This is an optimization exercise on Yosys and OpenROAD, whose aim is small area, a short achievable clock period and few clock cycles, not a production implementation. The RTL was checked by simulation tests, not by an equivalence proof against the original design.

==> build 76 <==
// dcb_ap_core
module dcb_ap_core (
    input  wire        clk,
    input  wire        rst,         
    input  wire        cmd_valid,
    output wire        cmd_ready,
    input  wire [31:0] cmd,
    input  wire [31:0] opa,
    output reg         res_valid,
    output reg  [31:0] resa
);
clock: 22.0 ns
lec_check: 0
cap_margin: 20
core_margin: 2
core_utilization: 55
slew_margin: 20
standard.sh (not shown) runs the stock make flow with config.mk's settings and CLKGATE_MAP_FILE= SYNTH_SCRIPT=/design/flow/synth_recipe.tcl, a recipe that flattens the netlist after the stock synthesis.
==> flow/flow/run.sh <==
#!/bin/bash
# The standard layout (the standard.sh: standard synthesis, floorplan,
# placement, CTS, routing) at the design's clock period and constraints,
# with the timing repair steps asked to leave 10 ns of setup slack, so that
# they keep improving the critical paths well past the 22 ns the clock needs.
# make's full output goes to flow_standard.log here; ORFS keeps each tool's
# own log under orfs/logs/.
set -euo pipefail
bash standard.sh SETUP_SLACK_MARGIN=10 finish > flow_standard.log 2>&1
==> inputs of trial 1, as changes to build 76 <==
--- a/flow/design.v
+++ b/flow/design.v
@@ -483,13 +483,13 @@
     localparam [2:0] K_AP   = 3'd0;
     localparam [2:0] K_DCB  = 3'd1;
     localparam [2:0] K_ZERO = 3'd2;         
     localparam [2:0] K_RST  = 3'd3;         
     localparam [2:0] K_CLR  = 3'd4;         
     localparam [2:0] K_ILL  = 3'd5;         
-    localparam QW = 3;
+    localparam QW = 4;
     reg        q_v [0:QW-1];
     reg [2:0]  q_k [0:QW-1];
     reg [1:0]  q_i [0:QW-1];
     reg [31:0] q_x [0:QW-1];
     reg [4:0]  q_t [0:QW-1];
     reg [4:0]  tag_in;         
@@ -568,13 +568,13 @@
     wire [2:0]  f_k = q_k[sel];
     wire [1:0]  f_i = q_i[sel];
     wire [31:0] f_x = q_x[sel];
     wire [4:0]  f_t = q_t[sel];
     wire f_ap = (f_k == K_AP);
     wire f_dc = (f_k == K_DCB);
-    assign cmd_ready = !q_v[QW-1] || issue;
+    assign cmd_ready = !q_v[QW-1];
     wire accept = cmd_valid && cmd_ready;
     wire [31:0] a0_y;
     fp32_add u_a0 (.a(val[0]), .b(r0), .y(a0_y));
     wire [31:0] m0_y;
     wire [1:0]  m0_sel = dc[1] ? 2'd2 : {1'b0, ins[1][0]};
     cmul_m0 u_m0 (.x(val[1]), .sel(m0_sel), .y(m0_y));
@@ -598,23 +598,23 @@
     wire [31:0] rd0 = (v[2] && ap[2] && ins[2] == f_i) ? s0_y : yp0[f_i];
     wire [31:0] rd1 = (v[3] && dc[3] && ins[3] == ins[0]) ? a1_y : ds[ins[0]];
     wire [31:0] rd3 = ap[2] ? ((v[5] && ap[5] && ins[5] == ins[2]) ? s1_y : yp1[ins[2]]) :
                               ((v[5] && dc[5] && ins[5] == ins[2]) ? s1_y : dt1[ins[2]]);
     wire [31:0] rd6 = (v[8] && ap[8] && ins[8] == ins[5]) ? s2_y : yp2[ins[5]];
     integer p;
-    reg [1:0]  n_in;           
+    reg [2:0]  n_in;           
     integer    src;
     reg        n_v [0:QW-1];
     reg [2:0]  n_k [0:QW-1];
     reg [1:0]  n_i [0:QW-1];
     reg [31:0] n_x [0:QW-1];
     reg [4:0]  n_t [0:QW-1];
     always @* begin
-        n_in = 2'd0;
-        for (e = 0; e < QW; e = e + 1) n_in = n_in + {1'b0, q_v[e]};
-        n_in = n_in - {1'b0, issue};
+        n_in = 3'd0;
+        for (e = 0; e < QW; e = e + 1) n_in = n_in + {2'b0, q_v[e]};
+        n_in = n_in - {2'b0, issue};
         for (e = 0; e < QW; e = e + 1) begin
             src = (issue && e >= sel) ? e + 1 : e;
             if (src > QW - 1) src = QW - 1;
             if (e < n_in) begin
                 n_v[e] = 1'b1;
                 n_k[e] = q_k[src]; n_i[e] = q_i[src]; n_x[e] = q_x[src]; n_t[e] = q_t[src];
@@ -623,22 +623,22 @@
                 n_k[e] = c_k; n_i[e] = c_sel[1:0]; n_x[e] = opa; n_t[e] = tag_in;
             end
         end
     end
     wire       c_hd = v[8] && tg[8] == hd;
     reg        b_hit;
-    reg [2:0]  b_hi;            
-    reg [2:0]  b_fr;            
+    reg [3:0]  b_hi;            
+    reg [3:0]  b_fr;            
     always @* begin
-        b_hit = 1'b0; b_hi = 3'd0; b_fr = 3'd0;
+        b_hit = 1'b0; b_hi = 4'd0; b_fr = 4'd0;
         for (b = NB - 1; b >= 0; b = b - 1) begin
             if (b_v[b] && b_t[b] == hd) begin b_hit = 1'b1; b_hi = b; end
             if (!b_v[b]) b_fr = b;
         end
     end
-    wire [2:0] b_wr = b_hit ? b_hi : b_fr;
+    wire [3:0] b_wr = b_hit ? b_hi : b_fr;
     wire       b_we = v[8] && !c_hd;
     always @(posedge clk) begin
         if (rst) begin
             tag_in    <= 5'd0;
             hd        <= 5'd0;
             ovcnt     <= 4'd0;
==> flow/flow/run.sh (replaced) <==
#!/bin/bash
# The standard layout (the standard.sh: standard synthesis, floorplan,
# placement, CTS, routing) at the design's clock period and constraints,
# with the timing repair steps asked to leave 12 ns of setup slack, so that
# they keep improving the critical paths well past the 22 ns the clock needs.
# make's full output goes to flow_standard.log here; ORFS keeps each tool's
# own log under orfs/logs/.
set -euo pipefail
bash standard.sh SETUP_SLACK_MARGIN=12 finish > flow_standard.log 2>&1
==> inputs of trial 55, as changes to build 76 <==
--- a/flow/design.v
+++ b/flow/design.v
@@ -483,13 +483,13 @@
     localparam [2:0] K_AP   = 3'd0;
     localparam [2:0] K_DCB  = 3'd1;
     localparam [2:0] K_ZERO = 3'd2;         
     localparam [2:0] K_RST  = 3'd3;         
     localparam [2:0] K_CLR  = 3'd4;         
     localparam [2:0] K_ILL  = 3'd5;         
-    localparam QW = 3;
+    localparam QW = 4;
     reg        q_v [0:QW-1];
     reg [2:0]  q_k [0:QW-1];
     reg [1:0]  q_i [0:QW-1];
     reg [31:0] q_x [0:QW-1];
     reg [4:0]  q_t [0:QW-1];
     reg [4:0]  tag_in;         
@@ -568,13 +568,13 @@
     wire [2:0]  f_k = q_k[sel];
     wire [1:0]  f_i = q_i[sel];
     wire [31:0] f_x = q_x[sel];
     wire [4:0]  f_t = q_t[sel];
     wire f_ap = (f_k == K_AP);
     wire f_dc = (f_k == K_DCB);
-    assign cmd_ready = !q_v[QW-1] || issue;
+    assign cmd_ready = !q_v[QW-1];
     wire accept = cmd_valid && cmd_ready;
     wire [31:0] a0_y;
     fp32_add u_a0 (.a(val[0]), .b(r0), .y(a0_y));
     wire [31:0] m0_y;
     wire [1:0]  m0_sel = dc[1] ? 2'd2 : {1'b0, ins[1][0]};
     cmul_m0 u_m0 (.x(val[1]), .sel(m0_sel), .y(m0_y));
@@ -598,23 +598,23 @@
     wire [31:0] rd0 = (v[2] && ap[2] && ins[2] == f_i) ? s0_y : yp0[f_i];
     wire [31:0] rd1 = (v[3] && dc[3] && ins[3] == ins[0]) ? a1_y : ds[ins[0]];
     wire [31:0] rd3 = ap[2] ? ((v[5] && ap[5] && ins[5] == ins[2]) ? s1_y : yp1[ins[2]]) :
                               ((v[5] && dc[5] && ins[5] == ins[2]) ? s1_y : dt1[ins[2]]);
     wire [31:0] rd6 = (v[8] && ap[8] && ins[8] == ins[5]) ? s2_y : yp2[ins[5]];
     integer p;
-    reg [1:0]  n_in;           
+    reg [2:0]  n_in;           
     integer    src;
     reg        n_v [0:QW-1];
     reg [2:0]  n_k [0:QW-1];
     reg [1:0]  n_i [0:QW-1];
     reg [31:0] n_x [0:QW-1];
     reg [4:0]  n_t [0:QW-1];
     always @* begin
-        n_in = 2'd0;
-        for (e = 0; e < QW; e = e + 1) n_in = n_in + {1'b0, q_v[e]};
-        n_in = n_in - {1'b0, issue};
+        n_in = 3'd0;
+        for (e = 0; e < QW; e = e + 1) n_in = n_in + {2'b0, q_v[e]};
+        n_in = n_in - {2'b0, issue};
         for (e = 0; e < QW; e = e + 1) begin
             src = (issue && e >= sel) ? e + 1 : e;
             if (src > QW - 1) src = QW - 1;
             if (e < n_in) begin
                 n_v[e] = 1'b1;
                 n_k[e] = q_k[src]; n_i[e] = q_i[src]; n_x[e] = q_x[src]; n_t[e] = q_t[src];
@@ -623,22 +623,22 @@
                 n_k[e] = c_k; n_i[e] = c_sel[1:0]; n_x[e] = opa; n_t[e] = tag_in;
             end
         end
     end
     wire       c_hd = v[8] && tg[8] == hd;
     reg        b_hit;
-    reg [2:0]  b_hi;            
-    reg [2:0]  b_fr;            
+    reg [3:0]  b_hi;            
+    reg [3:0]  b_fr;            
     always @* begin
-        b_hit = 1'b0; b_hi = 3'd0; b_fr = 3'd0;
+        b_hit = 1'b0; b_hi = 4'd0; b_fr = 4'd0;
         for (b = NB - 1; b >= 0; b = b - 1) begin
             if (b_v[b] && b_t[b] == hd) begin b_hit = 1'b1; b_hi = b; end
             if (!b_v[b]) b_fr = b;
         end
     end
-    wire [2:0] b_wr = b_hit ? b_hi : b_fr;
+    wire [3:0] b_wr = b_hit ? b_hi : b_fr;
     wire       b_we = v[8] && !c_hd;
     always @(posedge clk) begin
         if (rst) begin
             tag_in    <= 5'd0;
             hd        <= 5'd0;
             ovcnt     <= 4'd0;
==> flow/flow/run.sh (replaced) <==
#!/bin/bash
# The standard layout (the standard.sh: standard synthesis, floorplan,
# placement, CTS, routing) at the design's clock period and constraints,
# with the timing repair steps asked to leave 12 ns of setup slack, so that
# they keep improving the critical paths well past the 22 ns the clock needs.
# make's full output goes to flow_standard.log here; ORFS keeps each tool's
# own log under orfs/logs/.
set -euo pipefail
bash standard.sh SETUP_SLACK_MARGIN=12 finish > flow_standard.log 2>&1
--- a/flow/config.mk
+++ b/flow/config.mk
@@ -4,8 +4,8 @@
 export VERILOG_FILES = /design/flow/design.v
 export SDC_FILE = /design/flow/constraint.sdc
 export NUM_CORES = 4
 export LEC_CHECK = 0
 export CAP_MARGIN = 20
 export CORE_MARGIN = 2
-export CORE_UTILIZATION = 55
+export CORE_UTILIZATION = 65
 export SLEW_MARGIN = 20
==> qor summary <==
Worst setup slack after placement: trial 1 8.55 ns; build 76 9.16 ns; trial 55 8.92 ns
Status: trial 1 no timing/DRC/antenna violations; build 76 no timing/DRC/antenna violations; trial 55 no timing/DRC/antenna violations
Overall via count from detail_route: trial 1 171,719; build 76 166,824; trial 55 176,749
Pin count of the biggest net entering global routing: trial 1 99; build 76 106; trial 55 102
Met1 wire length: trial 1 283 mm; build 76 279 mm; trial 55 253 mm
Depth of the worst register-to-register path: trial 1 50; build 76 31; trial 55 35
Achievable clock frequency: trial 1 99.6 MHz; build 76 84.9 MHz; trial 55 99.9 MHz
Die Area: trial 1 340,000 um^2; build 76 340,000 um^2; trial 55 288,000 um^2
Post-CTS setup buffer count: trial 1 143; build 76 9; trial 55 102
Crit. path cell count: trial 1 50; build 76 31; trial 55 35
Synth top area share: trial 1 19.0%; build 76 18.3%; trial 55 19.0%
Normalized max-slew margin: trial 1 17.1%; build 76 15.4%; trial 55 11.2%
RSZ-0062 raised after global routing: trial 1 true; build 76 false; trial 55 true
Layout Nets: trial 1 22,855; build 76 22,299; trial 55 22,750
Placed insts: trial 1 24,654; build 76 24,582; trial 55 23,995
Non-filler instance count after layout: trial 1 25,615; build 76 25,063; trial 55 24,894
Sequential cell count: trial 1 2,092; build 76 2,049; trial 55 2,092
Final Critical Period: trial 1 10.04 ns; build 76 11.77 ns; trial 55 10.01 ns
Wire length on met2: trial 1 315 mm; build 76 306 mm; trial 55 303 mm
Simple logic cell fraction of the synthesized area: trial 1 16.6%; build 76 16.9%; trial 55 16.6%
Testbench counts of build 76, summed over its fixed seeds: cycles 25,342.
Testbench counts of trial 1, summed over its fixed seeds: cycles 25,333.
Testbench counts of trial 55, summed over its fixed seeds: cycles 25,333.

## what the ideal ports hide
In the flow no input, the clock included, has a driving cell. The finished layouts below were timed again as built, in two steps. Step 1 sets driving cells, clkbuf_16 on the clock port and buf_2 on the other inputs (assumed; they add their load-dependent delay and slew). Step 2 moves the port delays by t, midway between the first and last clock arrival at a register: inputs arrive t later, outputs are due t later. That takes back most of the time a late clock gives input paths. Slacks: no drivers / after step 1 / after step 2; pairs: no drivers / after step 1.
run | shift t [ns] | setup WS [ns] | hold slack, ns | worst setup path at the end | clock arrival spread, ns
build 76 | 1.034 | 10.226 / 10.226 / 10.226 | 0.302 / 0.302 / 0.302 | register to register | 0.105 / 0.105
trial 1 | 1.038 | 11.960 / 11.960 / 11.960 | 0.292 / 0.292 / 0.292 | register to register | 0.150 / 0.151
trial 55 | 1.024 | 11.987 / 11.987 / 11.987 | 0.270 / 0.270 / 0.270 | register to register | 0.168 / 0.168
After both steps every run listed still meets setup and hold.
